This is an optimization exercise on Yosys and OpenROAD, whose aim is small area, a short achievable clock period and few clock cycles, not a production implementation.
RTL that was checked went through simulation tests only; none was proved equivalent to the original.
The RTL of runs 1 and 3 to 5 was laid out without a check of its function.

--- design/flow/run.sh ---
#!/bin/bash
# synth_recipe.tcl (not shown) runs the flow's synth.tcl, then flattens the netlist and writes it again
# the make line also repeats each setting of config.mk as NAME=value (left out here)
make -C /OpenROAD-flow-scripts/flow DESIGN_CONFIG=/design/flow/config.mk WORK_HOME=/design/flow/orfs CLKGATE_MAP_FILE= SYNTH_SCRIPT=/design/flow/synth_recipe.tcl finish
--- design/flow/config.mk ---
export PLATFORM = sky130hd
export DESIGN_NAME = bxc_acc
export DESIGN_NICKNAME = bxc_acc
export VERILOG_FILES = /design/flow/design.v
export SDC_FILE = /design/flow/constraint.sdc
export NUM_CORES = 4
export LEC_CHECK = 0
export CAP_MARGIN = 20
export CORE_MARGIN = 2
export CORE_UTILIZATION = 40
export PLACE_DENSITY = 0.6
export SLEW_MARGIN = 20
--- design/flow/constraint.sdc ---
create_clock -name core_clock -period 36.0 [get_ports {clk}]
set_input_delay 7.2000 -clock core_clock [delete_from_list [all_inputs] [get_ports {clk}]]
set_output_delay 7.2000 -clock core_clock [all_outputs]
set_load 0.01 [all_outputs]
--- design/flow/design.v ---
module bxc_acc (
    input  wire        clk,
    input  wire        rst,           
    input  wire        start,
    input  wire        cfg_b58,       
    input  wire        cfg_decode,    
    input  wire [8:0]  cfg_radix,     
    input  wire        in_valid,
    input  wire [8:0]  in_data,
    output wire        in_ready,
    output wire        out_valid,
    output wire [9:0]  out_data,
    input  wire        out_ready,
    output wire        busy,
    output reg  [2:0]  err_code,
    output reg  [31:0] err_pos
);
    localparam B    = 4;             
    localparam S    = 2 * B;         
    localparam NA   = 64 - S;        
    localparam TAP  = 4;             
    localparam LMIN = 4;
    localparam NBW  = 3;             
    localparam [2:0] ST_IDLE  = 3'd0,
                     ST_FILL  = 3'd1,    
                     ST_RUN   = 3'd2,    
                     ST_OUT   = 3'd3,    
                     ST_FLUSH = 3'd4,    
                     ST_DRAIN = 3'd5;    
    localparam [2:0] E_NONE     = 3'd0,
                     E_INVALID  = 3'd1,
                     E_CAPACITY = 3'd5,
                     E_BADCFG   = 3'd7;
    function [7:0] rom58;
        input [5:0] v;
        begin
            if (v < 6'd9)       rom58 = 8'h31 + {2'b00, v};
            else if (v < 6'd17) rom58 = 8'h41 + {2'b00, v} - 8'd9;
            else if (v < 6'd22) rom58 = 8'h4A + {2'b00, v} - 8'd17;
            else if (v < 6'd33) rom58 = 8'h50 + {2'b00, v} - 8'd22;
            else if (v < 6'd44) rom58 = 8'h61 + {2'b00, v} - 8'd33;
            else                rom58 = 8'h6D + {2'b00, v} - 8'd44;
        end
    endfunction
    function [6:0] tab58;
        input [7:0] c;
        begin
            if (c >= 8'h31 && c <= 8'h39)      tab58 = {1'b1, c[5:0] - 6'h31};
            else if (c >= 8'h41 && c <= 8'h48) tab58 = {1'b1, 6'd9  + (c[5:0] - 6'h01)};
            else if (c >= 8'h4A && c <= 8'h4E) tab58 = {1'b1, 6'd17 + (c[5:0] - 6'h0A)};
            else if (c >= 8'h50 && c <= 8'h5A) tab58 = {1'b1, 6'd22 + (c[5:0] - 6'h10)};
            else if (c >= 8'h61 && c <= 8'h6B) tab58 = {1'b1, 6'd33 + (c[5:0] - 6'h21)};
            else if (c >= 8'h6D && c <= 8'h7A) tab58 = {1'b1, 6'd44 + (c[5:0] - 6'h2D)};
            else                               tab58 = 7'd0;
        end
    endfunction
    function [6:0] grom;
        input       dec;
        input [5:0] grp;
        begin
            if ({dec, grp} == {1'b0, 6'd0}) grom = 7'd32;
            else if ({dec, grp} == {1'b0, 6'd1}) grom = 7'd11;
            else if ({dec, grp} == {1'b0, 6'd2}) grom = 7'd8;
            else if ({dec, grp} == {1'b0, 6'd3}) grom = 7'd7;
            else if ({dec, grp} == {1'b0, 6'd4}) grom = 7'd7;
            else if ({dec, grp} == {1'b0, 6'd5}) grom = 7'd7;
            else if ({dec, grp} == {1'b0, 6'd6}) grom = 7'd6;
            else if ({dec, grp} == {1'b0, 6'd7}) grom = 7'd6;
            else if ({dec, grp} == {1'b0, 6'd8}) grom = 7'd6;
            else if ({dec, grp} == {1'b0, 6'd9}) grom = 7'd6;
            else if ({dec, grp} == {1'b0, 6'd10}) grom = 7'd6;
            else if ({dec, grp} == {1'b0, 6'd11}) grom = 7'd5;
            else if ({dec, grp} == {1'b0, 6'd12}) grom = 7'd5;
            else if ({dec, grp} == {1'b0, 6'd13}) grom = 7'd5;
            else if ({dec, grp} == {1'b0, 6'd14}) grom = 7'd5;
            else if ({dec, grp} == {1'b0, 6'd15}) grom = 7'd5;
            else if ({dec, grp} == {1'b0, 6'd16}) grom = 7'd5;
            else if ({dec, grp} == {1'b0, 6'd17}) grom = 7'd5;
            else if ({dec, grp} == {1'b0, 6'd18}) grom = 7'd5;
            else if ({dec, grp} == {1'b0, 6'd19}) grom = 7'd5;
            else if ({dec, grp} == {1'b0, 6'd20}) grom = 7'd5;
            else if ({dec, grp} == {1'b0, 6'd21}) grom = 7'd5;
            else if ({dec, grp} == {1'b0, 6'd22}) grom = 7'd5;
            else if ({dec, grp} == {1'b0, 6'd23}) grom = 7'd5;
            else if ({dec, grp} == {1'b0, 6'd24}) grom = 7'd5;
            else if ({dec, grp} == {1'b0, 6'd25}) grom = 7'd5;
            else if ({dec, grp} == {1'b0, 6'd26}) grom = 7'd5;
            else if ({dec, grp} == {1'b0, 6'd27}) grom = 7'd5;
            else if ({dec, grp} == {1'b0, 6'd28}) grom = 7'd5;
            else if ({dec, grp} == {1'b0, 6'd29}) grom = 7'd5;
            else if ({dec, grp} == {1'b0, 6'd30}) grom = 7'd5;
            else if ({dec, grp} == {1'b0, 6'd31}) grom = 7'd5;
            else if ({dec, grp} == {1'b0, 6'd32}) grom = 7'd4;
            else if ({dec, grp} == {1'b1, 6'd0}) grom = 7'd2;
            else if ({dec, grp} == {1'b1, 6'd1}) grom = 7'd2;
            else if ({dec, grp} == {1'b1, 6'd2}) grom = 7'd3;
            else if ({dec, grp} == {1'b1, 6'd3}) grom = 7'd3;
            else if ({dec, grp} == {1'b1, 6'd4}) grom = 7'd3;
            else if ({dec, grp} == {1'b1, 6'd5}) grom = 7'd3;
            else if ({dec, grp} == {1'b1, 6'd6}) grom = 7'd3;
            else if ({dec, grp} == {1'b1, 6'd7}) grom = 7'd3;
            else if ({dec, grp} == {1'b1, 6'd8}) grom = 7'd4;
            else if ({dec, grp} == {1'b1, 6'd9}) grom = 7'd4;
            else if ({dec, grp} == {1'b1, 6'd10}) grom = 7'd4;
            else if ({dec, grp} == {1'b1, 6'd11}) grom = 7'd4;
            else if ({dec, grp} == {1'b1, 6'd12}) grom = 7'd4;
            else if ({dec, grp} == {1'b1, 6'd13}) grom = 7'd4;
            else if ({dec, grp} == {1'b1, 6'd14}) grom = 7'd4;
            else if ({dec, grp} == {1'b1, 6'd15}) grom = 7'd4;
            else if ({dec, grp} == {1'b1, 6'd16}) grom = 7'd4;
            else if ({dec, grp} == {1'b1, 6'd17}) grom = 7'd4;
            else if ({dec, grp} == {1'b1, 6'd18}) grom = 7'd4;
            else if ({dec, grp} == {1'b1, 6'd19}) grom = 7'd4;
            else if ({dec, grp} == {1'b1, 6'd20}) grom = 7'd4;
            else if ({dec, grp} == {1'b1, 6'd21}) grom = 7'd4;
            else if ({dec, grp} == {1'b1, 6'd22}) grom = 7'd4;
            else if ({dec, grp} == {1'b1, 6'd23}) grom = 7'd4;
            else if ({dec, grp} == {1'b1, 6'd24}) grom = 7'd4;
            else if ({dec, grp} == {1'b1, 6'd25}) grom = 7'd4;
            else if ({dec, grp} == {1'b1, 6'd26}) grom = 7'd4;
            else if ({dec, grp} == {1'b1, 6'd27}) grom = 7'd4;
            else if ({dec, grp} == {1'b1, 6'd28}) grom = 7'd4;
            else if ({dec, grp} == {1'b1, 6'd29}) grom = 7'd4;
            else if ({dec, grp} == {1'b1, 6'd30}) grom = 7'd4;
            else if ({dec, grp} == {1'b1, 6'd31}) grom = 7'd4;
            else if ({dec, grp} == {1'b1, 6'd32}) grom = 7'd4;
            else grom = 7'd32;
        end
    endfunction
    reg  [2:0]   state;
    reg          busy_r;
    reg          in_ready_r;
    reg          out_valid_r;
    reg  [9:0]   out_data_r;
    reg  [8:0]   lr;             
    reg          ldec;
    reg          lb58;
    reg          raw_v;          
    reg  [8:0]   raw_d;
    reg  [8*B-1:0] qb;           
    reg  [NBW-1:0] nq;
    reg          nz_seen;        
    reg          end_taken;
    reg          stop_in;        
    reg  [7:0]   cs_cur;         
    reg  [7:0]   cs_prev;        
    reg  [6:0]   ph;             
    reg  [5:0]   L;              
    reg  [6:0]   len;            
    reg  [NBW-1:0] nbc;          
    reg  [8*B-1:0] pb;           
    reg  [B-1:0] pact;           
    reg  [B-1:0] pact_prev;      
    reg  [B-1:0] ovf;            
    reg  [6:0]   wr;             
    reg  [6:0]   jn;             
    reg          endtok;         
    reg  [8*NA-1:0] R;
    reg  [8*S-1:0]  X;
    reg  [8*B-1:0]  XA;          
    reg  [4*S-1:0]  QR;          
    reg  [8*B-1:0]  HR;          
    reg  [B-1:0] CB;             
    assign busy      = busy_r;
    assign in_ready  = in_ready_r;
    assign out_valid = out_valid_r;
    assign out_data  = out_data_r;
    wire [6:0] Lr      = {1'b0, L} + S;
    wire       ph_last = (ph == Lr - 7'd1);
    wire       run     = (state == ST_RUN);
    wire       raw_eos  = raw_d[8];
    wire [7:0] raw_byte = raw_d[7:0];
    wire [6:0] raw_t58  = tab58(raw_byte);
    wire       raw_bad  = ldec && (lb58 ? !raw_t58[6] : ({1'b0, raw_byte} >= lr));
    wire [7:0] raw_val  = (ldec && lb58) ? {2'b00, raw_t58[5:0]} : raw_byte;
    wire       taking   = (state == ST_FILL || run) && !stop_in;
    wire       use_raw  = raw_v && taking && !raw_eos;      
    wire       sym_bad  = use_raw && raw_bad;
    wire       sym_cnt  = use_raw && !raw_bad;
    wire       sym_q    = sym_cnt && (raw_val != 8'd0 || nz_seen);
    wire       in_stop  = end_taken || stop_in;
    wire       go_first = (state == ST_FILL) && (nq == B || (in_stop && nq != 0));
    wire       bnd      = go_first || (run && ph_last);
    wire [8*S-1:0] st_out;
    wire [4*S-1:0] st_q;
    wire [8*S-1:0] st_acc;
    wire [S-1:0]   st_cb;
    wire [S-1:0]   st_act;
    wire [S-1:0]   st_fst;
    genvar k;
    generate
        for (k = 0; k < S; k = k + 1) begin : g_st
            localparam integer U = k / 2;
            localparam integer H = k % 2;
            wire [7:0] cin = (k == 0) ? R[7:0] : X[8*((k == 0) ? 0 : k - 1) +: 8];
            wire       fst = run && (ph == k);
            wire       act = run && ((ph >= k) ? pact[U] : pact_prev[U]);
            wire [7:0] sym = pb[8*U +: 8];
            wire [3:0] qr  = QR[4*k +: 4];
            wire [7:0] xa  = XA[8*U +: 8];
            wire [7:0] hr  = HR[8*U +: 8];
            assign st_act[k] = act;
            assign st_fst[k] = fst;
            reg [7:0] e_rem;
            reg [3:0] e_q;
            reg [8:0] e_t;
            reg [9:0] e_d;
            reg       e_b;
            integer   i;
            always @(*) begin
                e_rem = cin;
                for (i = 0; i < 4; i = i + 1) begin
                    e_b   = fst ? sym[(H == 0 ? 7 : 3) - i] : qr[i];
                    e_t   = {e_rem, e_b};
                    e_d   = {1'b0, e_t} - {1'b0, lr};
                    e_q[i] = !e_d[9];
                    e_rem = e_d[9] ? e_t[7:0] : e_d[7:0];
                end
            end
            reg [7:0] d_acc;
            reg [3:0] d_p;
            reg [8:0] d_s;
            reg [3:0] d_bits;
            reg [8:0] d_sum;
            reg [7:0] d_out;
            always @(*) begin
                d_acc  = (H == 0) ? 8'd0 : xa;
                d_bits = (H == 0) ? cin[3:0] : cin[7:4];
                for (i = 0; i < 4; i = i + 1) begin
                    d_s    = {1'b0, d_acc} + (d_bits[i] ? lr : 9'd0);
                    d_p[i] = d_s[0];
                    d_acc  = d_s[8:1];
                end
                if (H == 0) begin
                    d_sum = 9'd0;
                    d_out = {cin[7:4], d_p};
                end else begin
                    d_sum = {1'b0, d_p, cin[3:0]} + (fst ? {1'b0, sym} : {1'b0, hr})
                            + {8'd0, (fst ? 1'b0 : CB[U])};
                    d_out = d_sum[7:0];
                end
            end
            assign st_out[8*k +: 8] = !act ? cin : (ldec ? d_out : e_rem);
            assign st_q[4*k +: 4]   = e_q;
            assign st_acc[8*k +: 8] = d_acc;
            assign st_cb[k]         = d_sum[8];
        end
    endgenerate
    reg [B-1:0] ovf_now;
    integer u;
    always @(*) begin
        for (u = 0; u < B; u = u + 1) begin
            ovf_now[u] = 1'b0;
            if (pact_prev[u]) begin
                if (!ldec && st_fst[2*u]   && QR[8*u +: 4]     != 4'd0) ovf_now[u] = 1'b1;
                if (!ldec && st_fst[2*u+1] && QR[8*u+4 +: 4]   != 4'd0) ovf_now[u] = 1'b1;
                if ( ldec && st_fst[2*u+1] && (HR[8*u +: 8] != 8'd0 || CB[u])) ovf_now[u] = 1'b1;
            end
        end
    end
    reg [NBW-1:0] ovf_u;
    always @(*) begin
        ovf_u = {NBW{1'b0}};
        for (u = B - 1; u >= 0; u = u - 1)
            if (ovf[u]) ovf_u = u;
    end
    wire [6:0] jx      = (ph >= S) ? ph - S : ph + L;         
    wire       jx_nz   = (X[8*S-1 -: 8] != 8'd0);
    wire [6:0] grow    = grom(ldec, lr[8:3]);
    wire [6:0] len_n   = (jx_nz && jx >= len) ? jx + 7'd1 : len;
    wire [7:0] need    = {1'b0, len_n} + {1'b0, grow};
    wire [7:0] need_l  = need - S + (TAP - 1);
    wire [5:0] L_ext   = (need_l[7:0] >= NA) ? NA[5:0] : {need_l[5:2], 2'b00};
    wire [511:0] V = {X, R};
    wire [6:0] rd_off  = wr - {1'b0, L};
    wire [5:0] rd_idx  = (wr < {1'b0, L}) ? wr[5:0] : (6'd63 - rd_off[5:0]);
    wire [7:0] rd_cell = V[8*rd_idx +: 8];
    wire [7:0] rd_char = (lb58 && !ldec) ? rom58(rd_cell[5:0]) : rd_cell;
    wire drained = in_stop && nq == 0 && !use_raw && pact == {B{1'b0}} && ph > S;
    wire cfg_ok = cfg_b58 || (cfg_radix >= 9'd2 && cfg_radix <= 9'd256);
    integer j;
    always @(posedge clk) begin
        for (j = 0; j < NA; j = j + 1) begin
            if (!busy_r)
                R[8*j +: 8] <= 8'd0;
            else if (j == NA - 1)
                R[8*j +: 8] <= (L == j + 1) ? X[8*S-1 -: 8] : 8'd0;
            else if ((j % TAP) == TAP - 1)
                R[8*j +: 8] <= R[8*(j+1) +: 8] | ((L == j + 1) ? X[8*S-1 -: 8] : 8'd0);
            else
                R[8*j +: 8] <= R[8*(j+1) +: 8];
        end
        X <= busy_r ? st_out : {8*S{1'b0}};
        for (j = 0; j < S; j = j + 1) begin
            if (st_act[j]) QR[4*j +: 4] <= st_q[4*j +: 4];
        end
        for (j = 0; j < B; j = j + 1) begin
            if (st_act[2*j]) XA[8*j +: 8] <= st_acc[8*(2*j) +: 8];
            if (st_act[2*j+1]) begin
                HR[8*j +: 8] <= st_acc[8*(2*j+1) +: 8];
                CB[j] <= st_cb[2*j+1];
            end
        end
        if (rst) begin
            state       <= ST_IDLE;
            busy_r      <= 1'b0;
            in_ready_r  <= 1'b0;
            out_valid_r <= 1'b0;
            out_data_r  <= 10'd0;
            err_code    <= E_NONE;
            err_pos     <= 32'd0;
            lr          <= 9'd58;
            ldec        <= 1'b0;
            lb58        <= 1'b1;
            raw_v       <= 1'b0;
            nq          <= {NBW{1'b0}};
            nz_seen     <= 1'b0;
            end_taken   <= 1'b0;
            stop_in     <= 1'b0;
            cs_cur      <= 8'd0;
            cs_prev     <= 8'd0;
            ph          <= 7'd0;
            L           <= LMIN;
            len         <= 7'd0;
            nbc         <= {NBW{1'b0}};
            pact        <= {B{1'b0}};
            pact_prev   <= {B{1'b0}};
            ovf         <= {B{1'b0}};
            wr          <= 7'd0;
            jn          <= 7'd0;
            endtok      <= 1'b0;
        end else begin
            if (in_valid && in_ready_r) begin
                raw_v <= 1'b1;
                raw_d <= in_data;
            end else if (raw_v) begin
                raw_v <= 1'b0;
            end
            if (raw_v && raw_eos && state != ST_IDLE)
                end_taken <= 1'b1;
            if (sym_bad)
                stop_in <= 1'b1;
            if (sym_cnt)
                err_pos <= err_pos + 32'd1;
            if (sym_q)
                nz_seen <= 1'b1;
            if (bnd) begin
                pb <= qb;
                for (j = 0; j < B; j = j + 1)
                    pact[j] <= (j < nq);
                pact_prev <= pact;
                nbc       <= nq;
                cs_prev   <= cs_cur + {7'd0, sym_cnt};
                cs_cur    <= {5'd0, nq} + {7'd0, sym_cnt};
                if (sym_q) begin
                    qb[7:0] <= raw_val;
                    nq    <= 1;
                end else begin
                    nq    <= 0;
                end
            end else begin
                cs_prev <= cs_prev + {7'd0, sym_cnt};
                cs_cur  <= cs_cur  + {7'd0, sym_cnt};
                if (sym_q) begin
                    for (j = 0; j < B; j = j + 1)
                        if (nq == j) qb[8*j +: 8] <= raw_val;
                    nq     <= nq + 1'b1;
                end
            end
            if (go_first)
                ph <= 7'd0;
            else if (state != ST_IDLE && state != ST_FILL)
                ph <= ph_last ? 7'd0 : ph + 7'd1;
            if (run && ph == S - 1 && pact != {B{1'b0}} && need > {1'b0, Lr} && L_ext > L)
                L <= L_ext;
            if (busy_r && jx_nz && jx >= len && (state == ST_RUN))
                len <= jx + 7'd1;
            if (run && ph == S)
                ovf <= {B{1'b0}};
            else
                ovf <= ovf | ovf_now;
            in_ready_r <= 1'b0;
            case (state)
                ST_IDLE: begin
                    out_valid_r <= 1'b0;
                    raw_v       <= 1'b0;
                    if (start) begin
                        err_pos <= 32'd0;
                        if (cfg_ok) begin
                            err_code   <= E_NONE;
                            lr         <= cfg_b58 ? 9'd58 : cfg_radix;
                            ldec       <= cfg_decode;
                            lb58       <= cfg_b58;
                            busy_r     <= 1'b1;
                            state      <= ST_FILL;
                            in_ready_r <= 1'b1;
                            nq         <= 0;
                            nz_seen    <= 1'b0;
                            end_taken  <= 1'b0;
                            stop_in    <= 1'b0;
                            cs_cur     <= 8'd0;
                            cs_prev    <= 8'd0;
                            ph         <= 7'd0;
                            L          <= LMIN;
                            len        <= 7'd0;
                            pact       <= {B{1'b0}};
                            pact_prev  <= {B{1'b0}};
                            ovf        <= {B{1'b0}};
                        end else begin
                            err_code <= E_BADCFG;
                        end
                    end
                end
                ST_FILL, ST_RUN: begin
                    in_ready_r <= !(in_valid && in_ready_r && in_data[8]) && !end_taken
                                  && !(raw_v && raw_eos) && !stop_in && !sym_bad
                                  && ({1'b0, (bnd ? {NBW{1'b0}} : nq)} + {{NBW{1'b0}}, sym_q}
                                      + {{NBW{1'b0}}, (in_valid && in_ready_r)} < B);
                    if (state == ST_FILL && in_stop && nq == 0 && !raw_v) begin
                        if (stop_in) begin
                            err_code    <= E_INVALID;
                            state       <= ST_FLUSH;
                            out_valid_r <= 1'b1;
                            out_data_r  <= 10'h300;
                        end else begin
                            state       <= ST_OUT;
                            jn          <= 7'd0;
                            endtok      <= 1'b0;
                        end
                    end else if (state == ST_FILL && go_first) begin
                        state <= ST_RUN;
                    end else if (run && ph == S && ovf != {B{1'b0}}) begin
                        err_code    <= E_CAPACITY;
                        err_pos     <= err_pos - {24'd0, cs_prev} + {{(32-NBW){1'b0}}, ovf_u};
                        state       <= ST_FLUSH;
                        in_ready_r  <= 1'b0;
                        out_valid_r <= 1'b1;
                        out_data_r  <= 10'h300;
                    end else if (run && drained) begin
                        in_ready_r <= 1'b0;
                        if (stop_in) begin
                            err_code    <= E_INVALID;
                            state       <= ST_FLUSH;
                            out_valid_r <= 1'b1;
                            out_data_r  <= 10'h300;
                        end else begin
                            state  <= ST_OUT;
                            jn     <= len;
                            endtok <= 1'b0;
                            wr     <= ({1'b0, len} + {1'b0, Lr} - 8'd2 - {1'b0, ph} >= {1'b0, Lr})
                                      ? len - 7'd2 - ph
                                      : len + Lr - 7'd2 - ph;
                        end
                    end
                end
                ST_OUT: begin
                    if (!out_valid_r || out_ready) begin
                        if (out_valid_r && endtok) begin
                            out_valid_r <= 1'b0;
                            busy_r      <= 1'b0;
                            state       <= ST_IDLE;
                            err_code    <= E_NONE;
                            err_pos     <= 32'd0;
                        end else if (jn != 7'd0) begin
                            out_valid_r <= 1'b1;
                            out_data_r  <= {2'b00, rd_char};
                            jn          <= jn - 7'd1;
                            wr          <= (wr >= 7'd2) ? wr - 7'd2 : wr + Lr - 7'd2;
                        end else begin
                            out_valid_r <= 1'b1;
                            out_data_r  <= 10'h100;
                            endtok      <= 1'b1;
                            wr          <= (wr >= 7'd1) ? wr - 7'd1 : wr + Lr - 7'd1;
                        end
                    end else begin
                        wr <= (wr >= 7'd1) ? wr - 7'd1 : wr + Lr - 7'd1;
                    end
                end
                ST_FLUSH: begin
                    if (out_ready) begin
                        out_valid_r <= 1'b0;
                        if (end_taken || (raw_v && raw_eos)) begin
                            busy_r <= 1'b0;
                            state  <= ST_IDLE;
                        end else begin
                            state      <= ST_DRAIN;
                            in_ready_r <= 1'b1;
                        end
                    end
                end
                ST_DRAIN: begin
                    if (in_valid && in_ready_r && in_data[8]) begin
                        busy_r <= 1'b0;
                        state  <= ST_IDLE;
                    end else begin
                        in_ready_r <= 1'b1;
                    end
                end
                default: begin
                    state  <= ST_IDLE;
                    busy_r <= 1'b0;
                end
            endcase
        end
    end
endmodule
==> results of run 1 <==
## Yosys cell counts, types with 44 or more instances
cell type | number | share of area (%)
ha_1 | 763 | 15
dfxtp_1 | 644 | 20
nand2_1 | 620 | 3.7
a21oi_1 | 592 | 4.7
and2_1 | 570 | 5.7
inv_1 | 496 | 3.0
nor2_1 | 428 | 2.5
o21ai_0 | 337 | 2.7
xnor2_1 | 332 | 4.6
clkbuf_1 | 238 | 1.4
nor2b_1 | 183 | 1.8
edfxtp_1 | 173 | 8.2
nand3_1 | 170 | 1.3
mux2_2 | 163 | 2.9
mux2i_1 | 154 | 2.4
a21o_1 | 147 | 1.7
xor2_1 | 141 | 2.0
o21bai_1 | 106 | 1.3
fa_1 | 82 | 2.6
nor3_1 | 79 | 0.63
a21boi_0 | 78 | 0.93
nand2b_1 | 71 | 0.70
buf_2 | 44 | 0.35
o211ai_1 | 44 | 0.52
## cell families after synthesis
logic type | Yosys count
compound gates | 1694
xor+xnor | 473
fa+ha+maj | 845
buf+inv | 820
flops | 817
mux | 350
simple gates | 2321
## area by class of cell
type,instances,area (µm²)
flip-flops and latches,817,18100
fillers,15400,87100
clock buffers,133,2800
diodes,2,5.00
well taps,2058,2570
multi-input cells,5683,41800
inverters,503,1890
repair buffers,172,1490
clock inverters,49,621
## through the flow
step           std cells  hold slack [ps]
2_1_floorplan       7320              400
3_3_place_gp        9232              402
3_5_place_dp        9232              405
4_1_cts             9414              358
5_1_grt             9415              361
6_report            9417              359
## layer usage
metal  up-vias  wire (µm)  global-route usage, %
li1      25400          -                      -
met1     25400      87200                   31.5
met2      1393      89200                   39.0
met3       286      11100                   2.78
met4         2       5520                   7.02
met5         -         15                      0
## worst paths after layout
path | to
min | pb[14]
max | X[15]
min reg2reg | pb[14]
max reg2reg | X[15]
## state kept, by name (all words and copies together) (netlist names), 4 cells and up
name and count:
jn 7, X 64, HR 32, QR 32, L 6, CB 4
len 7, R 448, qb 32, wr 7, pact 4, raw_d 9
XA 32, ph 7, pact_prev 4, out_data_r 10, pb 32, lr 9
err_pos 32, cs_cur 8, cs_prev 8, ovf 4
==> flow_summary.yaml, run 1 <==
clock_network:
  path_clk_slew_ps: 60
  clockBufferDepth: 3
  htree_levels: 3
  cts_tree: "yes"
  cts_hold_buf: 0
  clk_latency_ps: 750
  numCtsBuffers: 96
  cts_resized: 0
  clkSinkCount: 817
  clock-root-buffer: "clkbuf_16"
  post_cts_buffers: 0
routing:
  first_iter_violations: 3693
  firstDrtPassIters: 6
  ant_nets: 0
  vias: 52500
  routed_wl_mm: 193
  post-route-drc-count: 0
  vias_per_cell: 5.58
  routedWlPerCell_um: 20.5
job:
  maxCapViolCount: 0
logic_synthesis:
  synth_top_flop_cell: "dfxtp_1"
  synth_edf_count: 173
  synth-seq-cells: 817
  synth_top_family_by_area: "simple AND/OR/NAND/NOR gates"
  synthAdderAreaFrac_pct: 17.7
  yosysSeqAreaShare_pct: 28.7
  synthArstFlopShare_pct: 0
  syn_area_um2: 63100
  avgSynthCellArea_um2: 8.62
  synth_xor_area_share_pct: 6.57
  synthCells: 7320
  synth_compound_area_share_pct: 16.9
  synth_cell_types: 101
  yosys.area_share.simple_pct: 18.6
  yosys-mux-area-fraction_pct: 6.41
  ys_warn_count: 1
setup_path:
  worstPathMaxFanout: 29
  crit_path_end_kind: "flip-flop"
  critPathArrivalTime_ps: 13280
  reg2reg_depth: 53
  critPathBufInv: 2
  r2r_setup_slack_ps: 23280
  startpoint_type: "flip-flop"
  slowest_delay_ps: 870
  crit_family: "compound AO/OA/AOI/OAI gates"
  path_common_cell: "o21ai_0"
  path_class: "reg -> reg"
  r2r_start: "state[2]"
  cp_slowest_cell: "nor2b_1"
  critPathLaunch: "state[2]"
  required_ps: 36560
  cp.depth: 53
timing:
  max_freq_mhz: 78.6
  min_period_ps: 12720
  max_slew_margin_pct: 20.9
  finalMaxSlewViolations: 0
  setup_slack_ps: 23280
  skew_ps: 89.5
  rsz0062_at_grt: "false"
  max_slew.worst_pin.slew_ps: 1170
  hold_viol: 0
  tns_ps: 0
  setup_violations: 0
  fin_crit_sh_pct: 35.3
die:
  die_area_um2: 161000
  initial_utilization_pct: 40.3
  fp-row-count: 145
  die_x_um: 401
  core_um2: 156000
  ios: 73
  chipHeight_um: 401
final_layout:
  final_common_cell: "ha_1"
  syn_to_final_growth_pct: 9.77
  layout.nets: 8143
  layout_common_cells: "ha_1, dfxtp_1, nand2_1"
  drive_gt1_share_pct: 7.16
  fin_util_pct: 44.3
  final_cell_area_um2: 69300
min_path:
  hold-path-cell-count: 0
  min_from: "qb[14]"
  hold_path.class: "reg -> reg"
global_route:
  grt_max_degree: 137
  grt_antenna_before_repair: 3
  grt_overflow_total: 0
  track_usage_pct: 23.4
  grt_pass1_wl_mm: 299
  first_global_vias: 50900
place:
  place_congestion: 0.915
  place_hpwl_mm: 140
  dpl_cell_area_um2: 65800
  port_buffers: 72
  preCtsSetupSlack_ps: 23520
status:
  status: "no timing/DRC/antenna violations"
==> run 2, diff against run 1 <==
--- a/design/flow/design.v
+++ b/design/flow/design.v
@@ -152,4 +152,6 @@
     reg  [B-1:0] pact;           
     reg  [B-1:0] pact_prev;      
+    reg  [S-1:0] fst_r;          
+    reg  [S-1:0] act_r;          
     reg  [B-1:0] ovf;            
     reg  [6:0]   wr;             
@@ -194,6 +196,6 @@
             localparam integer H = k % 2;
             wire [7:0] cin = (k == 0) ? R[7:0] : X[8*((k == 0) ? 0 : k - 1) +: 8];
-            wire       fst = run && (ph == k);
-            wire       act = run && ((ph >= k) ? pact[U] : pact_prev[U]);
+            wire       fst = fst_r[k];
+            wire       act = act_r[k];
             wire [7:0] sym = pb[8*U +: 8];
             wire [3:0] qr  = QR[4*k +: 4];
@@ -252,9 +254,7 @@
         for (u = 0; u < B; u = u + 1) begin
             ovf_now[u] = 1'b0;
-            if (pact_prev[u]) begin
-                if (!ldec && st_fst[2*u]   && QR[8*u +: 4]     != 4'd0) ovf_now[u] = 1'b1;
-                if (!ldec && st_fst[2*u+1] && QR[8*u+4 +: 4]   != 4'd0) ovf_now[u] = 1'b1;
-                if ( ldec && st_fst[2*u+1] && (HR[8*u +: 8] != 8'd0 || CB[u])) ovf_now[u] = 1'b1;
-            end
+            if (!ldec && fst_r[2*u]   && pact_prev[u] && QR[8*u +: 4]   != 4'd0) ovf_now[u] = 1'b1;
+            if (!ldec && fst_r[2*u+1] && pact_prev[u] && QR[8*u+4 +: 4] != 4'd0) ovf_now[u] = 1'b1;
+            if ( ldec && fst_r[2*u+1] && pact_prev[u] && (HR[8*u +: 8] != 8'd0 || CB[u])) ovf_now[u] = 1'b1;
         end
     end
@@ -326,4 +326,6 @@
             pact        <= {B{1'b0}};
             pact_prev   <= {B{1'b0}};
+            fst_r       <= {S{1'b0}};
+            act_r       <= {S{1'b0}};
             ovf         <= {B{1'b0}};
             wr          <= 7'd0;
@@ -347,7 +349,7 @@
             if (bnd) begin
                 pb <= qb;
+                pact_prev <= pact;
                 for (j = 0; j < B; j = j + 1)
                     pact[j] <= (j < nq);
-                pact_prev <= pact;
                 nbc       <= nq;
                 cs_prev   <= cs_cur + {7'd0, sym_cnt};
@@ -368,4 +370,9 @@
                 end
             end
+            fst_r <= {fst_r[S-2:0], bnd};
+            for (j = 0; j < S; j = j + 1) begin
+                if (j == 0 ? bnd : fst_r[j-1])
+                    act_r[j] <= (j == 0) ? (nq != 0) : pact[j/2];
+            end
             if (go_first)
                 ph <= 7'd0;
@@ -406,4 +413,6 @@
                             pact       <= {B{1'b0}};
                             pact_prev  <= {B{1'b0}};
+                            fst_r      <= {S{1'b0}};
+                            act_r      <= {S{1'b0}};
                             ovf        <= {B{1'b0}};
                         end else begin
==> flow_summary.yaml, run 2 <==
die:
  ios: 73
  core_um2: 157000
  initial_utilization_pct: 40.4
  die_area_um2: 161000
  fp-row-count: 145
  chipHeight_um: 402
  die_x_um: 402
timing:
  max_freq_mhz: 85.2
  fin_crit_sh_pct: 32.6
  min_period_ps: 11730
  setup_violations: 0
  max_slew.worst_pin.slew_ps: 1150
  finalMaxSlewViolations: 0
  tns_ps: 0
  setup_slack_ps: 24270
  max_slew_margin_pct: 21.1
  hold_viol: 0
  skew_ps: 59.8
  rsz0062_at_grt: "false"
routing:
  firstDrtPassIters: 6
  routedWlPerCell_um: 19.9
  first_iter_violations: 3862
  routed_wl_mm: 191
  post-route-drc-count: 0
  ant_nets: 0
  vias: 53100
  vias_per_cell: 5.55
clock_network:
  path_clk_slew_ps: 70
  clk_latency_ps: 760
  clkSinkCount: 833
  htree_levels: 3
  numCtsBuffers: 100
  clock-root-buffer: "clkbuf_16"
  cts_tree: "yes"
  cts_resized: 0
  clockBufferDepth: 3
  post_cts_buffers: 0
  cts_hold_buf: 0
setup_path:
  path_class: "reg -> reg"
  crit_path_end_kind: "flip-flop"
  worstPathMaxFanout: 26
  slowest_delay_ps: 670
  critPathLaunch: "lr[1]"
  r2r_start: "lr[1]"
  critPathArrivalTime_ps: 12320
  path_common_cell: "o21ai_0"
  startpoint_type: "flip-flop"
  cp_slowest_cell: "nor2b_1"
  required_ps: 36590
logic_synthesis:
  yosysSeqAreaShare_pct: 29.1
  syn_area_um2: 63300
  synth_top_cell_area_share_pct: 20.9
  ys_top_cells_by_area: "dfxtp_1, ha_1, edfxtp_1"
  netlist_top_cells_count: "ha_1, nand2_1, dfxtp_1"
  synthArstFlopShare_pct: 0
  synthCells: 7497
  ys_warn_count: 1
  yosysTopAreaCell: "dfxtp_1"
  yosysMostFrequentCell: "ha_1"
  avgSynthCellArea_um2: 8.44
  synth_cell_types: 95
  synth-seq-cells: 833
  synth_edf_count: 173
  synth_top_flop_cell: "dfxtp_1"
min_path:
  hold_path.class: "reg -> reg"
  min_from: "qb[11]"
global_route:
  first_global_vias: 52400
  grt_max_degree: 252
  grt_pass1_wl_mm: 299
  grt_overflow_total: 0
  grt_antenna_before_repair: 8
  track_usage_pct: 23.2
place:
  preCtsSetupSlack_ps: 23940
  dpl_cell_area_um2: 66000
  place_hpwl_mm: 135
  port_buffers: 72
  place_congestion: 0.899
final_layout:
  reg_top3: "R x448, X x64"
  syn_to_final_growth_pct: 10.0
  n_fill_cell: 15300
  layout_common_cells: "ha_1, nand2_1, dfxtp_1"
  top_register: "R"
  largest_reg_flops: 448
  final_cell_area_um2: 69600
  layout.nets: 8290
  antenna_cells: 0
  drive_gt1_share_pct: 6.59
  final_common_cell: "ha_1"
status:
  status: "no timing/DRC/antenna violations"
job:
  maxCapViolCount: 0
-- run 2: changes by cell type after synthesis, moves of 26 or more --
cell / before / now
nand3_1: 170 / 210
o21ai_0: 337 / 302
nand2_1: 620 / 722
o32ai_1: 5 / 31
a21oi_1: 592 / 550
nor2b_1: 183 / 83
nor2_1: 428 / 571
-- run 2: layer usage --
metal	track usage (%)	vias to the layer above	part of all wire [%]
met1	31.7	25600	46
met5	0	-	0.013
met2	37.4	1453	45
met4	7.41	4	2.8
met3	3.42	267	6.7
li1	-	25800	-
-- run 2: cell type report --
class | instances | area [µm²] | area share, %
multi-input combinational | 5796 | 41600 | 59.8
sequential | 833 | 18400 | 26.5
clock buffer | 133 | 2840 | 4.08
tap | 2058 | 2570 | 3.70
inverter | 523 | 1970 | 2.82
timing repair buffer | 168 | 1480 | 2.12
clock inverter | 55 | 749 | 1.08
-- run 2: kinds of logic (layout without fill, tap and decap cells) --
kind of cell,count (synthesis),in the layout,share of synthesized area [%]
AND/OR/NAND/NOR,2528,2528,19.5
flip-flops,833,833,29.1
AO/OA/AOI/OAI,1641,1641,16.5
multiplexers,303,303,5.35
adder cells (fa/ha/maj),843,843,17.6
XOR/XNOR,481,481,6.65
buffers and inverters,868,879,5.35
-- run 2: worst paths after layout --
check	end	slack (ps)	cells past startpoint
setup / recovery	X[19]	24270	50
hold / removal	pb[11]	410	0
setup reg to reg	X[19]	24270	50
hold reg to reg	pb[11]	410	0
-- run 2: critical path: cells and delay by family, from the launching register on --
kind	cells	cell delay (ps)
buffers and inverters	3	1020
DFF	1	340
adders and majority gates	4	1140
and+or+nand+nor	11	2470
muxes	3	1030
AOI/OAI and AO/OA	29	5490
-- run 2: metrics by stage --
step | instances | util, % | hold slack (ps)
2_1_floorplan | 7497 | - | 400
3_3_place_gp | 9377 | 42.1 | 401
3_5_place_dp | 9378 | 42.1 | 405
4_1_cts | 9566 | 44.4 | 416
5_1_grt | 9566 | 44.4 | 424
6_report | 9566 | 44.4 | 415
Testbench counts of run 2, summed over its fixed seeds: cycles 48,915.
==> run 3, diff against run 2 <==
--- a/design/flow/design.v
+++ b/design/flow/design.v
@@ -204,47 +204,9 @@
             assign st_act[k] = act;
             assign st_fst[k] = fst;
-            reg [7:0] e_rem;
-            reg [3:0] e_q;
-            reg [8:0] e_t;
-            reg [9:0] e_d;
-            reg       e_b;
-            integer   i;
-            always @(*) begin
-                e_rem = cin;
-                for (i = 0; i < 4; i = i + 1) begin
-                    e_b   = fst ? sym[(H == 0 ? 7 : 3) - i] : qr[i];
-                    e_t   = {e_rem, e_b};
-                    e_d   = {1'b0, e_t} - {1'b0, lr};
-                    e_q[i] = !e_d[9];
-                    e_rem = e_d[9] ? e_t[7:0] : e_d[7:0];
-                end
-            end
-            reg [7:0] d_acc;
-            reg [3:0] d_p;
-            reg [8:0] d_s;
-            reg [3:0] d_bits;
-            reg [8:0] d_sum;
-            reg [7:0] d_out;
-            always @(*) begin
-                d_acc  = (H == 0) ? 8'd0 : xa;
-                d_bits = (H == 0) ? cin[3:0] : cin[7:4];
-                for (i = 0; i < 4; i = i + 1) begin
-                    d_s    = {1'b0, d_acc} + (d_bits[i] ? lr : 9'd0);
-                    d_p[i] = d_s[0];
-                    d_acc  = d_s[8:1];
-                end
-                if (H == 0) begin
-                    d_sum = 9'd0;
-                    d_out = {cin[7:4], d_p};
-                end else begin
-                    d_sum = {1'b0, d_p, cin[3:0]} + (fst ? {1'b0, sym} : {1'b0, hr})
-                            + {8'd0, (fst ? 1'b0 : CB[U])};
-                    d_out = d_sum[7:0];
-                end
-            end
-            assign st_out[8*k +: 8] = !act ? cin : (ldec ? d_out : e_rem);
-            assign st_q[4*k +: 4]   = e_q;
-            assign st_acc[8*k +: 8] = d_acc;
-            assign st_cb[k]         = d_sum[8];
+            bxc_acc_stage #(.H(H)) u_st (
+                .cin(cin), .sym(sym), .qr(qr), .xa(xa), .hr(hr), .cb(CB[U]),
+                .fst(fst), .act(act), .ldec(ldec), .lr(lr),
+                .cout(st_out[8*k +: 8]), .q(st_q[4*k +: 4]),
+                .acc(st_acc[8*k +: 8]), .cbo(st_cb[k]));
         end
     endgenerate
@@ -392,28 +354,28 @@
                     out_valid_r <= 1'b0;
                     raw_v       <= 1'b0;
+                    lr          <= cfg_b58 ? 9'd58 : cfg_radix;
+                    ldec        <= cfg_decode;
+                    lb58        <= cfg_b58;
+                    nq          <= 0;
+                    nz_seen     <= 1'b0;
+                    end_taken   <= 1'b0;
+                    stop_in     <= 1'b0;
+                    cs_cur      <= 8'd0;
+                    cs_prev     <= 8'd0;
+                    ph          <= 7'd0;
+                    L           <= LMIN;
+                    len         <= 7'd0;
+                    pact        <= {B{1'b0}};
+                    pact_prev   <= {B{1'b0}};
+                    fst_r       <= {S{1'b0}};
+                    act_r       <= {S{1'b0}};
+                    ovf         <= {B{1'b0}};
                     if (start) begin
                         err_pos <= 32'd0;
                         if (cfg_ok) begin
                             err_code   <= E_NONE;
-                            lr         <= cfg_b58 ? 9'd58 : cfg_radix;
-                            ldec       <= cfg_decode;
-                            lb58       <= cfg_b58;
                             busy_r     <= 1'b1;
                             state      <= ST_FILL;
                             in_ready_r <= 1'b1;
-                            nq         <= 0;
-                            nz_seen    <= 1'b0;
-                            end_taken  <= 1'b0;
-                            stop_in    <= 1'b0;
-                            cs_cur     <= 8'd0;
-                            cs_prev    <= 8'd0;
-                            ph         <= 7'd0;
-                            L          <= LMIN;
-                            len        <= 7'd0;
-                            pact       <= {B{1'b0}};
-                            pact_prev  <= {B{1'b0}};
-                            fst_r      <= {S{1'b0}};
-                            act_r      <= {S{1'b0}};
-                            ovf        <= {B{1'b0}};
                         end else begin
                             err_code <= E_BADCFG;
@@ -514,2 +476,64 @@
     end
 endmodule
+module bxc_acc_stage #(
+    parameter H = 0
+) (
+    input  wire [7:0] cin,
+    input  wire [7:0] sym,
+    input  wire [3:0] qr,
+    input  wire [7:0] xa,
+    input  wire [7:0] hr,
+    input  wire       cb,
+    input  wire       fst,
+    input  wire       act,
+    input  wire       ldec,
+    input  wire [8:0] lr,
+    output wire [7:0] cout,
+    output wire [3:0] q,
+    output wire [7:0] acc,
+    output wire       cbo
+);
+    integer i;
+    reg [7:0] e_rem;
+    reg [3:0] e_q;
+    reg [8:0] e_t;
+    reg [9:0] e_d;
+    reg       e_b;
+    always @(*) begin
+        e_rem = cin;
+        for (i = 0; i < 4; i = i + 1) begin
+            e_b   = fst ? sym[(H == 0 ? 7 : 3) - i] : qr[i];
+            e_t   = {e_rem, e_b};
+            e_d   = {1'b0, e_t} - {1'b0, lr};
+            e_q[i] = !e_d[9];
+            e_rem = e_d[9] ? e_t[7:0] : e_d[7:0];
+        end
+    end
+    reg [7:0] d_acc;
+    reg [3:0] d_p;
+    reg [8:0] d_s;
+    reg [3:0] d_bits;
+    reg [8:0] d_sum;
+    reg [7:0] d_out;
+    always @(*) begin
+        d_acc  = (H == 0) ? 8'd0 : xa;
+        d_bits = (H == 0) ? cin[3:0] : cin[7:4];
+        for (i = 0; i < 4; i = i + 1) begin
+            d_s    = {1'b0, d_acc} + (d_bits[i] ? lr : 9'd0);
+            d_p[i] = d_s[0];
+            d_acc  = d_s[8:1];
+        end
+        if (H == 0) begin
+            d_sum = 9'd0;
+            d_out = {cin[7:4], d_p};
+        end else begin
+            d_sum = {1'b0, d_p, cin[3:0]} + (fst ? {1'b0, sym} : {1'b0, hr})
+                    + {8'd0, (fst ? 1'b0 : cb)};
+            d_out = d_sum[7:0];
+        end
+    end
+    assign cout = !act ? cin : (ldec ? d_out : e_rem);
+    assign q    = e_q;
+    assign acc  = d_acc;
+    assign cbo  = d_sum[8];
+endmodule
--- a/design/flow/config.mk
+++ b/design/flow/config.mk
@@ -11,2 +11,3 @@
 export PLACE_DENSITY = 0.6
 export SLEW_MARGIN = 20
+export SYNTH_HIERARCHICAL = 1
==> flow_summary.yaml, run 3 <==
clock_network:
  cts_hold_buf: 0
  clockBufferDepth: 3
  path_clk_slew_ps: 70
  htree_levels: 3
  cts_tree: "yes"
  clock-root-buffer: "clkbuf_16"
  cts_resized: 0
  post_cts_buffers: 0
  clk_latency_ps: 750
  clkSinkCount: 831
  numCtsBuffers: 93
timing:
  skew_ps: 57.6
  setup_violations: 0
  max_slew.worst_pin.slew_ps: 1200
  tns_ps: 0
  finalMaxSlewViolations: 0
  max_freq_mhz: 102
  max_slew_margin_pct: 19.8
  fin_crit_sh_pct: 27.2
  rsz0062_at_grt: "false"
  min_period_ps: 9790
  hold_viol: 0
status:
  status: "no timing/DRC/antenna violations"
routing:
  firstDrtPassIters: 8
  post-route-drc-count: 0
  vias_per_cell: 5.77
  routedWlPerCell_um: 21.2
  ant_nets: 0
  vias: 58300
  first_iter_violations: 4440
  routed_wl_mm: 214
setup_path:
  cp_cell_sequence: "clkdlybuf4s50_1 > or4_1 > nor4_1 > mux2i_1 > o21ai_0 > a2111oi_0 > nand2_1 > mux2_2 > o22ai_1 > o21ai_0 > a21oi_1"
  slowest_delay_ps: 600
  critPathArrivalTime_ps: 10470
  crit_path_end_kind: "flip-flop"
  worstPathMaxFanout: 7
  cp_slowest_cell: "a2111oi_0"
  path_common_cell: "o21ai_0"
  path_class: "in -> reg"
  startpoint_type: "input pin"
  required_ps: 36680
die:
  die_area_um2: 178000
  ios: 73
  fp-row-count: 153
  die_x_um: 422
  chipHeight_um: 422
  core_um2: 174000
  initial_utilization_pct: 40.3
global_route:
  grt_overflow_total: 0
  grt_antenna_before_repair: 7
  grt_max_degree: 314
  grt_pass1_wl_mm: 333
  track_usage_pct: 23.3
  first_global_vias: 57600
final_layout:
  antenna_cells: 0
  final_cell_area_um2: 75900
  syn_to_final_growth_pct: 8.40
  final_common_cell: "ha_1"
  drive_gt1_share_pct: 7.90
  fin_util_pct: 43.6
  reg_top3: "R x448, X x64"
  largest_reg_flops: 448
  layout.nets: 8550
  top_register: "R"
  layout_common_cells: "ha_1, dfxtp_1, and2_1"
job:
  maxCapViolCount: 0
logic_synthesis:
  ys_warn_count: 9
  avgSynthCellArea_um2: 9.02
  synthCells: 7754
  syn_area_um2: 70000
place:
  place_congestion: 0.924
  place_hpwl_mm: 156
  dpl_cell_area_um2: 72700
  port_buffers: 72
min_path:
  hold_path.class: "reg -> reg"
-- run 3: per-layer routing --
layer  vias to the layer above  wire [µm]  global-route usage (%)
li1                      28000          -                       -
met5                         -          0                       0
met2                      1664      96600                    37.9
met1                     28300      96800                    31.6
met4                         0       7450                    8.30
met3                       329      13400                    3.19
-- run 3: final timing paths --
path         endpoint  depth (start not counted)  slack [ps]          from
max          state[2]                         11       26210  cfg_radix[6]
min reg2reg    pb[16]                          0         390        qb[16]
min            pb[16]                          0         390        qb[16]
max reg2reg     X[35]                         30       26520         lr[1]
-- run 3: through the flow --
stage	hold slack, ps	instances	worst slack, ps
after floorplan	400	7754	26350
after global placement	402	9929	25320
after detailed placement	405	9929	25460
after CTS	380	10100	26280
after global routing	389	10100	25890
final	393	10100	26210
-- run 3: cell type report --
| class | instances | area [µm²] |
|---|---|---|
| fillers | 17000 | 98000 |
| multi-input cells | 6237 | 48600 |
| flip-flops and latches | 831 | 18400 |
| well taps | 2325 | 2910 |
| clock buffers | 130 | 2610 |
| inverters | 382 | 1450 |
| repair buffers | 154 | 1360 |
| clock inverters | 42 | 553 |
-- run 3: critical path, delay by kind of cell --
| kind | cells | cell delay [ps] |
|---|---|---|
| AND/OR/NAND/NOR | 3 | 1100 |
| AO/OA/AOI/OAI | 5 | 1100 |
| multiplexers | 2 | 650 |
| buffers and inverters | 1 | 420 |
==> run 4, diff against run 3 <==
--- a/design/flow/design.v
+++ b/design/flow/design.v
@@ -134,4 +134,6 @@
     reg  [9:0]   out_data_r;
     reg  [8:0]   lr;             
+    reg  [9:0]   nlr;            
+    reg  [9:0]   nlr1;           
     reg          ldec;
     reg          lb58;
@@ -152,4 +154,7 @@
     reg  [B-1:0] pact;           
     reg  [B-1:0] pact_prev;      
+    reg  [6:0]   Lr0;            
+    reg          firstp;         
+    reg          z0_r;           
     reg  [S-1:0] fst_r;          
     reg  [S-1:0] act_r;          
@@ -195,5 +200,5 @@
             localparam integer U = k / 2;
             localparam integer H = k % 2;
-            wire [7:0] cin = (k == 0) ? R[7:0] : X[8*((k == 0) ? 0 : k - 1) +: 8];
+            wire [7:0] cin = (k == 0) ? (z0_r ? 8'd0 : R[7:0]) : X[8*((k == 0) ? 0 : k - 1) +: 8];
             wire       fst = fst_r[k];
             wire       act = act_r[k];
@@ -206,5 +211,5 @@
             bxc_acc_stage #(.H(H)) u_st (
                 .cin(cin), .sym(sym), .qr(qr), .xa(xa), .hr(hr), .cb(CB[U]),
-                .fst(fst), .act(act), .ldec(ldec), .lr(lr),
+                .fst(fst), .act(act), .ldec(ldec), .lr(lr), .nlr(H == 0 ? nlr : nlr1),
                 .cout(st_out[8*k +: 8]), .q(st_q[4*k +: 4]),
                 .acc(st_acc[8*k +: 8]), .cbo(st_cb[k]));
@@ -230,5 +235,7 @@
     wire       jx_nz   = (X[8*S-1 -: 8] != 8'd0);
     wire [6:0] grow    = grom(ldec, lr[8:3]);
-    wire [6:0] len_n   = (jx_nz && jx >= len) ? jx + 7'd1 : len;
+    wire       jx_ok   = !(firstp && ph < S);                
+    wire       len_up  = jx_nz && jx_ok && jx >= len;
+    wire [6:0] len_n   = len_up ? jx + 7'd1 : len;
     wire [7:0] need    = {1'b0, len_n} + {1'b0, grow};
     wire [7:0] need_l  = need - S + (TAP - 1);
@@ -244,14 +251,12 @@
     always @(posedge clk) begin
         for (j = 0; j < NA; j = j + 1) begin
-            if (!busy_r)
-                R[8*j +: 8] <= 8'd0;
-            else if (j == NA - 1)
-                R[8*j +: 8] <= (L == j + 1) ? X[8*S-1 -: 8] : 8'd0;
+            if (j == NA - 1)
+                R[8*j +: 8] <= X[8*S-1 -: 8];
             else if ((j % TAP) == TAP - 1)
-                R[8*j +: 8] <= R[8*(j+1) +: 8] | ((L == j + 1) ? X[8*S-1 -: 8] : 8'd0);
+                R[8*j +: 8] <= (L == j + 1) ? X[8*S-1 -: 8] : R[8*(j+1) +: 8];
             else
                 R[8*j +: 8] <= R[8*(j+1) +: 8];
         end
-        X <= busy_r ? st_out : {8*S{1'b0}};
+        X <= st_out;
         for (j = 0; j < S; j = j + 1) begin
             if (st_act[j]) QR[4*j +: 4] <= st_q[4*j +: 4];
@@ -264,35 +269,5 @@
             end
         end
-        if (rst) begin
-            state       <= ST_IDLE;
-            busy_r      <= 1'b0;
-            in_ready_r  <= 1'b0;
-            out_valid_r <= 1'b0;
-            out_data_r  <= 10'd0;
-            err_code    <= E_NONE;
-            err_pos     <= 32'd0;
-            lr          <= 9'd58;
-            ldec        <= 1'b0;
-            lb58        <= 1'b1;
-            raw_v       <= 1'b0;
-            nq          <= {NBW{1'b0}};
-            nz_seen     <= 1'b0;
-            end_taken   <= 1'b0;
-            stop_in     <= 1'b0;
-            cs_cur      <= 8'd0;
-            cs_prev     <= 8'd0;
-            ph          <= 7'd0;
-            L           <= LMIN;
-            len         <= 7'd0;
-            nbc         <= {NBW{1'b0}};
-            pact        <= {B{1'b0}};
-            pact_prev   <= {B{1'b0}};
-            fst_r       <= {S{1'b0}};
-            act_r       <= {S{1'b0}};
-            ovf         <= {B{1'b0}};
-            wr          <= 7'd0;
-            jn          <= 7'd0;
-            endtok      <= 1'b0;
-        end else begin
+        begin
             if (in_valid && in_ready_r) begin
                 raw_v <= 1'b1;
@@ -332,4 +307,6 @@
                 end
             end
+            nlr  <= 10'd0 - {1'b0, lr};
+            nlr1 <= ~{1'b0, lr};
             fst_r <= {fst_r[S-2:0], bnd};
             for (j = 0; j < S; j = j + 1) begin
@@ -337,4 +314,9 @@
                     act_r[j] <= (j == 0) ? (nq != 0) : pact[j/2];
             end
+            if (bnd) begin
+                Lr0    <= Lr;
+                firstp <= go_first;
+            end
+            z0_r <= go_first || (run && !bnd && (firstp || (ph + 7'd1 >= Lr0)));
             if (go_first)
                 ph <= 7'd0;
@@ -343,5 +325,5 @@
             if (run && ph == S - 1 && pact != {B{1'b0}} && need > {1'b0, Lr} && L_ext > L)
                 L <= L_ext;
-            if (busy_r && jx_nz && jx >= len && (state == ST_RUN))
+            if (run && len_up)
                 len <= jx + 7'd1;
             if (run && ph == S)
@@ -474,4 +456,12 @@
             endcase
         end
+        if (rst) begin
+            state       <= ST_IDLE;
+            busy_r      <= 1'b0;
+            in_ready_r  <= 1'b0;
+            out_valid_r <= 1'b0;
+            err_code    <= E_NONE;
+            err_pos     <= 32'd0;
+        end
     end
 endmodule
@@ -489,4 +479,5 @@
     input  wire       ldec,
     input  wire [8:0] lr,
+    input  wire [9:0] nlr,
     output wire [7:0] cout,
     output wire [3:0] q,
@@ -505,5 +496,5 @@
             e_b   = fst ? sym[(H == 0 ? 7 : 3) - i] : qr[i];
             e_t   = {e_rem, e_b};
-            e_d   = {1'b0, e_t} - {1'b0, lr};
+            e_d   = {1'b0, e_t} + nlr + ((H == 0) ? 10'd0 : 10'd1);
             e_q[i] = !e_d[9];
             e_rem = e_d[9] ? e_t[7:0] : e_d[7:0];
==> flow_summary.yaml, run 4 <==
status:
  status: "no timing/DRC/antenna violations"
die:
  chipHeight_um: 413
  die_area_um2: 171000
  fp-row-count: 150
  die_x_um: 413
  initial_utilization_pct: 40.2
  ios: 73
  core_um2: 167000
setup_path:
  cp_slowest_cell: "xnor2_1"
  worstPathMaxFanout: 15
  r2r_start: "nlr[4]"
  slowest_delay_ps: 860
  required_ps: 36600
  startpoint_type: "flip-flop"
  crit_path_end_kind: "flip-flop"
  critPathArrivalTime_ps: 10440
  r2r_setup_slack_ps: 26160
  reg2reg_depth: 32
  path_class: "reg -> reg"
  worstReg2RegEnd: "X[21]"
clock_network:
  clockBufferDepth: 3
  post_cts_buffers: 0
  clk_latency_ps: 750
  clock-root-buffer: "clkbuf_16"
  cts_resized: 0
  clkSinkCount: 857
  path_clk_slew_ps: 60
  cts_hold_buf: 0
  cts_tree: "yes"
  htree_levels: 3
  numCtsBuffers: 95
place:
  place_congestion: 0.931
  dpl_cell_area_um2: 70400
  port_buffers: 72
  place_hpwl_mm: 150
  placedCellCount: 9497
global_route:
  grt_pass1_wl_mm: 313
  grt_max_degree: 85
  first_global_vias: 53600
  grt_overflow_total: 0
  track_usage_pct: 23.3
  grt_antenna_before_repair: 6
min_path:
  hold-path-cell-count: 0
  min_from: "R[241]"
  hold_end: "R[233]"
  hold_path.class: "reg -> reg"
final_layout:
  layout.nets: 8222
  fin_util_pct: 44.2
  reg_top3: "R x448, X x64"
  largest_reg_flops: 448
  syn_to_final_growth_pct: 10.1
  drive_gt1_share_pct: 10.6
  final_common_cell: "ha_1"
  top_register: "R"
  layout_common_cells: "ha_1, dfxtp_1, nand2_1"
  final_cell_area_um2: 73800
  layoutNonFillerInstCount: 9676
timing:
  min_period_ps: 9840
  max_freq_mhz: 102
  skew_ps: 47.7
  tns_ps: 0
  max_slew.worst_pin.slew_ps: 1170
  fin_crit_sh_pct: 27.3
  finalMaxSlewViolations: 0
  max_slew_margin_pct: 21.7
  hold_viol: 0
  rsz0062_at_grt: "false"
  setup_violations: 0
logic_synthesis:
  ys_warn_count: 9
  synthCells: 7340
  avgSynthCellArea_um2: 9.13
  syn_area_um2: 67000
routing:
  ant_nets: 0
  routed_wl_mm: 204
  post-route-drc-count: 0
  routedWlPerCell_um: 21.1
  firstDrtPassIters: 6
  vias_per_cell: 5.74
  first_iter_violations: 4049
  vias: 55600
job:
  maxCapViolCount: 0
==> run 4: changes by cell type in the layout (fill, tap and decap cells not counted), sizes merged, moves of 72 or more <==
| cell | delta |
|---|---|
| nor2 | -72 |
| and2 | -303 |
| nand3 | +110 |
| mux2 | +149 |
| inv | +109 |
| o21a | -79 |
| nor2b | -96 |
| a21oi | -85 |
| nand2 | +128 |
| mux2i | -137 |
| o21bai | +76 |
==> run 4: how the worst max path moves through the flow <==
stage | start | to | slack (ps)
2_1_floorplan | in_valid | state[0] | 26970
3_3_place_gp | in_valid | state[0] | 25930
3_5_place_dp | R[3] | X[6] | 25780
4_1_cts | R[3] | X[6] | 25750
5_1_grt | nlr[4] | X[22] | 25630
6_report | nlr[4] | X[21] | 26160
==> run 4: metrics by stage <==
stage          setup slack [ps]  hold slack (ps)
2_1_floorplan             26970              324
3_3_place_gp              25930              328
3_5_place_dp              25780              331
4_1_cts                   25750              324
5_1_grt                   25630              342
6_report                  26160              329
==> run 4: cell type report <==
type	count	area [µm²]
fill	16000	93100
multi-input combinational	5769	44900
sequential	857	19300
tap	2204	2760
clock buffer	129	2710
inverter	480	1800
timing repair buffer	187	1600
clock inverter	48	664
antenna	2	5.00
==> run 4: critical path, delay by kind of cell, from the launching register on <==
| kind | cells | cell delay (ps) |
|---|---|---|
| buf+inv | 5 | 1350 |
| xor+xnor | 3 | 1860 |
| simple gates | 8 | 1440 |
| mux | 1 | 210 |
| compound gates | 11 | 2960 |
| fa+ha+maj | 4 | 1260 |
| flops | 1 | 580 |
==> run 4: per-layer routing <==
metal	GRT usage (%)	share of wire, %	vias to the layer above
met5	0	0.0064	-
met4	7.95	3.6	2
met3	3.43	6.5	344
met2	37.0	45	1691
met1	32.1	45	27000
li1	-	-	26600
==> run 5, diff against run 4 <==
--- a/design/flow/config.mk
+++ b/design/flow/config.mk
@@ -8,6 +8,6 @@
 export CAP_MARGIN = 20
 export CORE_MARGIN = 2
-export CORE_UTILIZATION = 40
-export PLACE_DENSITY = 0.6
+export CORE_UTILIZATION = 60
+export PLACE_DENSITY = 0.75
 export SLEW_MARGIN = 20
 export SYNTH_HIERARCHICAL = 1
==> flow_summary.yaml, run 5 <==
status:
  status: "no timing/DRC/antenna violations"
setup_path:
  path_class: "reg -> reg"
  startpoint_type: "flip-flop"
  required_ps: 36560
  crit_family: "compound AO/OA/AOI/OAI gates"
  worstPathMaxFanout: 13
  cp_slowest_cell: "xnor2_1"
  critPathArrivalTime_ps: 10750
  crit_path_end_kind: "flip-flop"
  critPathBufInv: 4
  slowest_delay_ps: 880
clock_network:
  cts_resized: 0
  clkSinkCount: 857
  htree_levels: 3
  post_cts_buffers: 0
  cts_hold_buf: 0
  clk_latency_ps: 710
  numCtsBuffers: 90
  path_clk_slew_ps: 60
  clock-root-buffer: "clkbuf_16"
  cts_tree: "yes"
  clockBufferDepth: 3
routing:
  first_iter_violations: 5047
  post-route-drc-count: 0
  routed_wl_mm: 192
  routedWlPerCell_um: 21.5
  ant_nets: 0
  vias: 56100
  firstDrtPassIters: 8
  vias_per_cell: 6.28
min_path:
  hold_path.class: "reg -> reg"
final_layout:
  layout.nets: 8211
  final_common_cell: "ha_1"
  reg_top3: "R x448, X x64"
  syn_to_final_growth_pct: 8.21
  multi_input_area_um2: 44900
  seq_area_um2: 19300
  drive_gt1_share_pct: 10.3
  n_fill_cell: 9051
  top_register: "R"
  largest_reg_flops: 448
  layout_common_cells: "ha_1, dfxtp_1, nand2_1"
  layoutNonFillerInstCount: 8942
global_route:
  grt_overflow_total: 0
  grt_antenna_before_repair: 7
  track_usage_pct: 32.7
  first_global_vias: 54300
  grt_pass1_wl_mm: 301
  grt_max_degree: 101
timing:
  hold_viol: 0
  setup_violations: 0
  max_slew.worst_pin.slew_ps: 1170
  tns_ps: 0
  fin_crit_sh_pct: 28.3
  finalMaxSlewViolations: 0
  rsz0062_at_grt: "false"
  max_freq_mhz: 98.1
  max_slew_margin_pct: 21.1
  skew_ps: 46.1
  min_period_ps: 10200
die:
  chipHeight_um: 338
  die_x_um: 338
  die_area_um2: 114000
  ios: 73
  initial_utilization_pct: 60.6
  core_um2: 111000
  fp-row-count: 122
place:
  placedCellCount: 8774
  place_hpwl_mm: 140
  port_buffers: 72
  place_congestion: 0.962
logic_synthesis:
  synthCells: 7340
  avgSynthCellArea_um2: 9.13
  ys_warn_count: 9
  syn_area_um2: 67000
job:
  maxCapViolCount: 0
## run 5: final timing paths
path,from,end,slack [ps],cells past startpoint
setup / recovery,nlr[0],X[21],25800,32
hold / removal,R[23],R[15],330,0
setup reg to reg,nlr[0],X[21],25800,32
hold reg to reg,R[23],R[15],330,0
## run 5: metal layers
metal	GRT usage [%]	share of wire (%)	vias up
li1	-	-	26600
met1	43.1	42	26800
met2	51.7	44	2212
met3	6.58	8.7	536
met4	14.8	5.1	10
met5	0	0.033	-
## run 5: cell type report
class	count	area share [%]
repair buffers	181	2.19
well taps	1488	2.57
diodes	1	0.00345
inverters	480	2.48
clock buffers	128	3.61
flip-flops and latches	857	26.6
clock inverters	38	0.595
multi-input cells	5769	61.9
## run 5: through the flow
step | hold slack (ps) | utilization, % | instance area (µm²) | setup slack, ps
2_1_floorplan | 324 | - | 67100 | 26970
3_3_place_gp | 328 | 62.7 | 69400 | 25960
3_5_place_dp | 333 | 62.8 | 69500 | 25990
4_1_cts | 333 | 65.5 | 72500 | 26120
5_1_grt | 332 | 65.5 | 72500 | 25390
6_report | 326 | 65.5 | 72500 | 25800

-- what the ideal ports hide --
The flow's constraints put no driver on any port. The routed layouts listed below were extracted and timed again, unchanged, in two steps.
Step 1 sets driving cells, clkbuf_16 on the clock port and buf_2 on the other inputs (assumed; they add their load-dependent delay and slew).
Step 2 moves the port delays by t, midway between the first and last clock arrival at a register: inputs arrive t later, outputs are due t later. That takes back most of the time a late clock gives input paths.
Slacks: no drivers / after step 1 / after step 2; pairs: no drivers / after step 1.
| run | shift t [ns] | setup WS [ns] | worst setup path at the end | slew at the worst register clock pin (ns) | worst slew at a driven data input, ns |
|---|---|---|---|---|---|
| run 1 | 0.784 | 23.276 / 23.276 / 23.276 | register to register | 0.07 / 0.07 | 0.08 |
| run 2 | 0.811 | 24.268 / 24.268 / 23.823 | input to register | 0.07 / 0.07 | 0.13 |
| run 3 | 0.805 | 26.212 / 26.274 / 25.469 | input to register | 0.07 / 0.07 | 0.05 |
| run 4 | 0.812 | 26.164 / 26.164 / 25.854 | input to register | 0.07 / 0.07 | 0.05 |
| run 5 | 0.762 | 25.803 / 25.803 / 25.803 | register to register | 0.07 / 0.07 | 0.05 |
After both steps setup and hold are still met in every run listed. For run 3, which loses most, drivers alone change the setup slack by +0.062 ns; drivers and shift together by -0.743 ns.
